Source: an optimization exercise on an open RTL-to-GDS flow (aim: small area). Production flows keep margins and buffers that such runs may drop.
Only simulation tests tie the RTL to the original design; equivalence was not proved.
The clock port is modelled as an ideal driver; clocking choices that lean on that would not hold on a real chip.
Power figures rest on the tool's default switching activity, not on a simulated workload.

==> v39 <==
==> flow/design.v <==
module morbo_crom (
  input             clk,
  input             RST,             
  input      [31:0] CMD,
  input      [31:0] OPERAND,
  output reg [31:0] RESULT,
  input      [11:0] EXT_ADDR,        
  output     [31:0] EXT_DATA,
  output     [31:0] HDR_MIRROR,
  output     [31:0] BUSOPT_MIRROR,
  output            VALID_OUT
);
  localparam [7:0] E_ILLEGAL  = 8'h01;
  localparam [7:0] E_RESERVED = 8'h02;
  localparam [7:0] E_BADSEL   = 8'h03;
  localparam [7:0] E_NOSECT   = 8'h04;
  localparam [7:0] E_SECTOPEN = 8'h05;
  localparam [7:0] E_FULL     = 8'h06;
  localparam [7:0] E_RANGE    = 8'h07;
  localparam [7:0] E_INPUT    = 8'h09;
  localparam [7:0] OP_NOP       = 8'h00;
  localparam [7:0] OP_CRC_CLR   = 8'h01;
  localparam [7:0] OP_CRC_WORD  = 8'h02;
  localparam [7:0] OP_CRC_READ  = 8'h03;
  localparam [7:0] OP_ROM_CLR   = 8'h10;
  localparam [7:0] OP_ROM_OPEN  = 8'h11;
  localparam [7:0] OP_ROM_PUT   = 8'h12;
  localparam [7:0] OP_ROM_CLOSE = 8'h13;
  localparam [7:0] OP_ROM_SEAL  = 8'h14;
  localparam [7:0] OP_ROM_READ  = 8'h15;
  localparam [7:0] OP_ROM_BUILD = 8'h16;
  localparam [7:0] OP_IN_WRITE  = 8'h20;
  localparam [7:0] OP_STAT_READ = 8'h30;
  function [15:0] crc_word;
    input [15:0] acc_in;
    input [31:0] w;
    integer i;
    reg [15:0] a;
    reg [3:0]  sum;
    begin
      a = acc_in;
      for (i = 7; i >= 0; i = i - 1) begin
        sum = a[15:12] ^ w[4*i +: 4];
        a   = {a[11:0], 4'b0000} ^ {sum, 12'b0} ^ {7'b0, sum, 5'b0} ^ {12'b0, sum};
      end
      crc_word = a;
    end
  endfunction
  reg [15:0] acc;
  reg [15:0] sacc;
  reg [7:0]  wp;
  reg [6:0]  ss;
  reg        sopen;
  reg        skind;
  reg        valid;
  reg        align_warn;
  reg [7:0]  err;
  reg [6:0]  inset;
  reg [31:0] in0, in1, in2, in3, in4, in5;
  reg        in6nz;
  wire [7:0]  opc = CMD[31:24];
  wire [7:0]  sel = CMD[23:16];
  wire [15:0] imm = CMD[15:0];
  wire op_nop   = opc == OP_NOP;
  wire op_cclr  = opc == OP_CRC_CLR;
  wire op_cword = opc == OP_CRC_WORD;
  wire op_cread = opc == OP_CRC_READ;
  wire op_rclr  = opc == OP_ROM_CLR;
  wire op_open  = opc == OP_ROM_OPEN;
  wire op_put   = opc == OP_ROM_PUT;
  wire op_close = opc == OP_ROM_CLOSE;
  wire op_seal  = opc == OP_ROM_SEAL;
  wire op_rread = opc == OP_ROM_READ;
  wire op_build = opc == OP_ROM_BUILD;
  wire op_inw   = opc == OP_IN_WRITE;
  wire op_stat  = opc == OP_STAT_READ;
  wire known    = op_nop | op_cclr | op_cword | op_cread | op_rclr | op_open | op_put |
                  op_close | op_seal | op_rread | op_build | op_inw | op_stat;
  wire uses_sel = op_open | op_inw | op_stat;
  wire rom_full = wp[7];
  reg [7:0] fcode;
  always @* begin
    fcode = 8'h00;
    if (!known)                               fcode = E_ILLEGAL;
    else if (!uses_sel && sel != 8'd0)        fcode = E_RESERVED;
    else if (!op_rread && imm != 16'd0)       fcode = E_RESERVED;
    else if (op_open && sel > 8'd1)           fcode = E_BADSEL;
    else if (op_inw  && sel > 8'd6)           fcode = E_BADSEL;
    else if (op_stat && sel > 8'd2)           fcode = E_BADSEL;
    else if (op_rread && imm[15:7] != 9'd0)   fcode = E_RANGE;
    else if (op_open && sopen)                fcode = E_SECTOPEN;
    else if (op_open && rom_full)             fcode = E_FULL;
    else if (op_put && !sopen)                fcode = E_NOSECT;
    else if (op_put && rom_full)              fcode = E_FULL;
    else if (op_close && !sopen)              fcode = E_NOSECT;
    else if (op_seal && sopen)                fcode = E_SECTOPEN;
    else if (op_build && inset != 7'h7f)      fcode = E_INPUT;
  end
  wire ok   = fcode == 8'h00;
  wire exec = !RST && ok;
  wire [15:0] crc_out = crc_word(op_put ? sacc : acc, OPERAND);
  wire [15:0] bib_crc  = crc_word(crc_word(crc_word(crc_word(16'h0000,
                           in0), in1 & 32'h2FFF_FFFF), in2), in3);
  wire [15:0] info_crc = crc_word(crc_word(16'h0000, in4), in5);
  wire        clr   = RST || (exec && op_rclr);
  wire        build = exec && op_build;
  wire        bulk  = clr || build;
  wire        wr    = exec && (op_open || op_put || op_close);
  wire [6:0]  waddr = op_close ? ss : wp[6:0];
  wire [6:0]  n7    = wp[6:0] - ss - 7'd1;        
  wire [31:0] hdr   = skind ? {9'd0, n7, sacc} : {1'b0, n7, 1'b0, n7, sacc};
  wire [31:0] wsrc  = op_put ? OPERAND : op_close ? hdr : 32'h0;
  function [31:0] img;
    input integer g;
    begin
      case (g)
        0:  img = {16'h0404, bib_crc};
        1:  img = in0;
        2:  img = in1 & 32'h2FFF_FFFF;
        3:  img = in2;
        4:  img = in3;
        5:  img = 32'h0004B339;
        6:  img = 32'h03123456;
        7:  img = 32'h17654321;
        8:  img = 32'h81000002;
        9:  img = 32'hB8000006;
        10: img = 32'h00040D83;
        13: img = 32'h48454C4C;
        14: img = 32'h4F000000;
        15: img = {16'h0002, info_crc};
        16: img = in4;
        17: img = in5;
        default: img = 32'h0;
      endcase
    end
  endfunction
  reg [31:0] rom [0:127];
  genvar g;
  generate
    for (g = 0; g < 128; g = g + 1) begin : g_word
      wire        en = bulk || (wr && waddr == g);
      wire [31:0] d  = clr ? 32'h0 : build ? img(g) : wsrc;
      wire [31:0] nxt;
      wire        en_n = ~en;
      genvar b;
      for (b = 0; b < 32; b = b + 1) begin : g_bit
        morbo_hold u_hold (.q(rom[g][b]), .d(d[b]), .en(en), .en_n(en_n), .y(nxt[b]));
      end
      always @(posedge clk)
        rom[g] <= nxt;
    end
  endgenerate
  wire [31:0] rd_cmd, rd_ext;
  wire [32*128-1:0] rom_flat;
  generate
    for (g = 0; g < 128; g = g + 1) begin : g_flat
      assign rom_flat[32*g +: 32] = rom[g];
    end
  endgenerate
  morbo_rd u_rd_cmd (.words(rom_flat), .idx(imm[6:0]),      .q(rd_cmd));
  morbo_rd u_rd_ext (.words(rom_flat), .idx(EXT_ADDR[8:2]), .q(rd_ext));
  wire [31:0] status = {1'b0, inset, err, 1'b0, align_warn, valid, skind, sopen, 3'b000, wp};
  always @(posedge clk) begin
    if (RST) begin
      acc        <= 16'h0000;
      sacc       <= 16'h0000;
      wp         <= 8'd0;
      ss         <= 7'd0;
      sopen      <= 1'b0;
      skind      <= 1'b0;
      valid      <= 1'b0;
      align_warn <= 1'b0;
      err        <= 8'h00;
      inset      <= 7'h00;
      RESULT     <= 32'h0;
    end else begin
      RESULT <= 32'h0;
      if (!ok) begin
        if (err == 8'h00)
          err <= fcode;
      end else begin
        if (op_cclr)  acc <= 16'h0000;
        if (op_cword) acc <= crc_out;
        if (op_cread) RESULT <= {16'h0000, acc};
        if (op_rclr) begin
          wp <= 8'd0; ss <= 7'd0; sopen <= 1'b0; skind <= 1'b0;
          sacc <= 16'h0000; valid <= 1'b0; align_warn <= 1'b0;
        end
        if (op_open) begin
          ss <= wp[6:0]; wp <= wp + 8'd1; sacc <= 16'h0000;
          sopen <= 1'b1; skind <= sel[0]; valid <= 1'b0;
        end
        if (op_put) begin
          wp <= wp + 8'd1; sacc <= crc_out;
        end
        if (op_close) begin
          sopen <= 1'b0; skind <= 1'b0;
        end
        if (op_seal)  valid <= 1'b1;
        if (op_rread) RESULT <= rd_cmd;
        if (op_build) begin
          wp <= 8'd18; ss <= 7'd15; sopen <= 1'b0; skind <= 1'b0;
          sacc <= info_crc; valid <= 1'b1; align_warn <= in6nz;
        end
        if (op_stat)
          RESULT <= (sel[1:0] == 2'd0) ? status :
                    (sel[1:0] == 2'd1) ? {25'd0, ss} : {16'h0000, sacc};
        if (op_inw) inset[sel[2:0]] <= 1'b1;
      end
    end
  end
  wire inw = exec && op_inw;
  wire [5:0] in_en;
  genvar k;
  generate
    for (k = 0; k < 6; k = k + 1) begin : g_in
      assign in_en[k] = inw && sel[2:0] == k;
    end
  endgenerate
  wire [31:0] in0_n, in1_n, in2_n, in3_n, in4_n, in5_n;
  morbo_hold32 u_in0 (.q(in0), .d(OPERAND), .en(in_en[0]), .en_n(~in_en[0]), .y(in0_n));
  morbo_hold32 u_in1 (.q(in1), .d(OPERAND), .en(in_en[1]), .en_n(~in_en[1]), .y(in1_n));
  morbo_hold32 u_in2 (.q(in2), .d(OPERAND), .en(in_en[2]), .en_n(~in_en[2]), .y(in2_n));
  morbo_hold32 u_in3 (.q(in3), .d(OPERAND), .en(in_en[3]), .en_n(~in_en[3]), .y(in3_n));
  morbo_hold32 u_in4 (.q(in4), .d(OPERAND), .en(in_en[4]), .en_n(~in_en[4]), .y(in4_n));
  morbo_hold32 u_in5 (.q(in5), .d(OPERAND), .en(in_en[5]), .en_n(~in_en[5]), .y(in5_n));
  always @(posedge clk) begin
    in0 <= in0_n; in1 <= in1_n; in2 <= in2_n; in3 <= in3_n; in4 <= in4_n; in5 <= in5_n;
    if (inw && sel[2:0] == 3'd6)
      in6nz <= OPERAND[9:0] != 10'd0;
  end
  assign EXT_DATA      = rd_ext;
  assign HDR_MIRROR    = rom[0];
  assign BUSOPT_MIRROR = rom[2];
  assign VALID_OUT     = valid;
endmodule
module morbo_rd (
  input  [32*128-1:0] words,
  input  [6:0]        idx,
  output [31:0]       q
);
  wire [127:0] oh;
  genvar i, b;
  generate
    for (i = 0; i < 128; i = i + 1) begin : g_oh
      assign oh[i] = idx == i;
    end
  endgenerate
  generate
    for (b = 0; b < 32; b = b + 1) begin : g_bit
      wire [42:0] t;
      for (i = 0; i < 42; i = i + 1) begin : g_t
        morbo_aoi3 u (.s({oh[3*i+2], oh[3*i+1], oh[3*i]}),
                      .d({words[32*(3*i+2)+b], words[32*(3*i+1)+b], words[32*(3*i)+b]}),
                      .y(t[i]));
      end
      morbo_aoi2 u_last (.s(oh[127:126]), .d({words[32*127+b], words[32*126+b]}), .y(t[42]));
      assign q[b] = ~&t;
    end
  endgenerate
endmodule
module morbo_aoi2 (
  input  [1:0] s,
  input  [1:0] d,
  output       y
);
  assign y = ~|(s & d);
endmodule
module morbo_aoi3 (
  input  [2:0] s,
  input  [2:0] d,
  output       y
);
  assign y = ~|(s & d);
endmodule
module morbo_hold (
  input  q,
  input  d,
  input  en,
  input  en_n,
  output y
);
  assign y = (q | en) & (d | en_n);
endmodule
module morbo_hold32 (
  input  [31:0] q,
  input  [31:0] d,
  input         en,
  input         en_n,
  output [31:0] y
);
  genvar b;
  generate
    for (b = 0; b < 32; b = b + 1) begin : g_bit
      morbo_hold u (.q(q[b]), .d(d[b]), .en(en), .en_n(en_n), .y(y[b]));
    end
  endgenerate
endmodule
==> flow/flow/run.sh <==
#!/bin/bash
# Layout flow: the standard flow (standard.sh) with these changes:
#  - the ports are buffered with sky130_fd_sc_hd__buf_1 cells;
#  - clock tree synthesis runs without dummy loads, with clkbuf_8 buffers and
#    sink clusters of at most 24 sinks within 70 um;
#  - after clock tree synthesis, flow/post_cts.tcl turns each leaf clock
#    buffer whose flip-flop clock pins see a slew above 100 ps into a
#    clkbuf_16 and legalizes the placement again.
# The full make/OpenROAD output goes to standard.log; ORFS's per-step logs
# are under orfs/logs.
set -euo pipefail
export BUFFER_PORTS_ARGS="-buffer_cell sky130_fd_sc_hd__buf_1"
export CTS_ARGS="-sink_clustering_enable -repair_clock_nets -dont_use_dummy_load -sink_clustering_size 24 -sink_clustering_max_diameter 70 -buf_list sky130_fd_sc_hd__clkbuf_8"
export POST_CTS_TCL="$PWD/flow/post_cts.tcl"
bash standard.sh > standard.log 2>&1
==> flow/flow/post_cts.tcl <==
# POST_CTS hook: a leaf clock buffer (clkbuf_8 driving only flip-flop clock
# pins) whose clock pins see a slew above 100 ps becomes a clkbuf_16; then the
# placement is legalized again.
estimate_parasitics -placement
set big [get_lib_cells sky130_fd_sc_hd__clkbuf_16]
set n 0
foreach inst [get_cells *] {
  if {[get_property $inst ref_name] ne "sky130_fd_sc_hd__clkbuf_8"} { continue }
  set out [get_pins -of_objects $inst -filter "direction==output"]
  set loads [get_pins -of_objects [get_nets -of_objects $out] -filter "direction==input"]
  set leaf 1
  set worst 0
  foreach l $loads {
    if {[get_property $l lib_pin_name] ne "CLK"} { set leaf 0; break }
    set s [get_property $l slew_max]
    if {$s > $worst} { set worst $s }
  }
  if {$leaf && $worst > 0.100} {
    replace_cell $inst $big
    incr n
  }
}
puts "post_cts: upsized $n leaf clock buffers to clkbuf_16"
estimate_parasitics -placement
detailed_placement
check_placement -verbose
estimate_parasitics -placement
==> flow/standard.sh <==
#!/bin/bash
# synth_recipe.tcl (not shown) runs the flow's synth.tcl, then flattens the netlist and writes it again
# the make line also repeats each setting of config.mk as NAME=value (left out here)
make -C /OpenROAD-flow-scripts/flow DESIGN_CONFIG=/design/flow/config.mk WORK_HOME=/design/flow/orfs CLKGATE_MAP_FILE= SYNTH_SCRIPT=/design/flow/synth_recipe.tcl "${@:-finish}"
==> flow/config.mk <==
export PLATFORM = sky130hd
export DESIGN_NAME = morbo_crom
export DESIGN_NICKNAME = morbo_crom
export VERILOG_FILES = /design/flow/design.v
export SDC_FILE = /design/flow/constraint.sdc
export NUM_CORES = 8
export LEC_CHECK = 0
export CAP_MARGIN = 30
export CELL_PAD_IN_SITES_DETAIL_PLACEMENT = 1
export CELL_PAD_IN_SITES_GLOBAL_PLACEMENT = 1
export CORE_MARGIN = 2
export CORE_UTILIZATION = 45
export PLACE_DENSITY = 0.75
export SETUP_SLACK_MARGIN = 1.0
export SLEW_MARGIN = 30
export SYNTH_HIERARCHICAL = 1
==> flow/constraint.sdc <==
create_clock -name core_clock -period 10.0 [get_ports {clk}]
set_input_delay 2.0000 -clock core_clock [delete_from_list [all_inputs] [get_ports {clk}]]
set_output_delay 2.0000 -clock core_clock [all_outputs]
set_load 0.01 [all_outputs]
==> inputs of v29, as changes to v39 <==
==> flow/run.sh (new file) <==
#!/bin/bash
# synth_recipe.tcl (not shown) runs the flow's synth.tcl, then flattens the netlist and writes it again
# the make line also repeats each setting of config.mk as NAME=value (left out here)
make -C /OpenROAD-flow-scripts/flow DESIGN_CONFIG=/design/flow/config.mk WORK_HOME=/design/flow/orfs CLKGATE_MAP_FILE= SYNTH_SCRIPT=/design/flow/synth_recipe.tcl finish
removed: flow/flow/run.sh
removed: flow/flow/post_cts.tcl
removed: flow/standard.sh
==> qor summary <==
| quantity | v39 | v29 |
|---|---|---|
| Fraction of area in multi-input gates | 45.4% | 42.8% |
| Detailed-route vias per instance | 8.53 | 8.40 |
| Routed wire length on met3 | 175000 um | 181000 um |
| Power Combinational | 0.00395 W | 0.00398 W |
| Worst R2R Setup Slack | 2210 ps | 1900 ps |
| Worst Min Path Start | inset[1]$_SDFFE_PP0P_ | in6nz$_DFFE_PP_ |
| Final instance area | 0.201 mm^2 | 0.213 mm^2 |
| Reg2reg path depth | 16 | 15 |
| Antenna violations before repair | 116 | 94 |
| Total cell area at the placement stage | 0.194 mm^2 | 0.196 mm^2 |
| Antenna Cells | 74 | 69 |
| Clkbuf count | 278 | 678 |
| Power density over the cells | 168 mW/mm^2 | 198 mW/mm^2 |
| Buf/Inv on CP | 4 | 3 |
| Run status | finished clean | finished clean |

-- separate check: timing with driven ports --
The results above use ideal ports. As a check the final layouts listed here were re-extracted and re-timed, cells and wires unchanged. Step 1 assumes that a clkbuf_16 drives the clock port and a buf_2 every other input. Step 2 also shifts input and output timing later by t, the mid clock arrival at the registers, as if the neighbouring blocks saw the same clock. Three values: ideal ports, drivers, drivers and shift; two values: the first two.
| run | shift t [ns] | slack for setup (ns) | worst setup path after step 2 | worst slew at a driven data input, ns |
|---|---|---|---|---|
| v39 | 1.304 | 0.775 / 0.464 / 0.464 | input to output | 0.37 |
| v29 | 1.173 | 0.525 / 0.221 / 0.221 | input to output | 0.35 |
After both steps every run listed still meets setup and hold. The setup slack of v39, which loses most, moves by -0.311 ns with the drivers and by -0.311 ns with both steps.
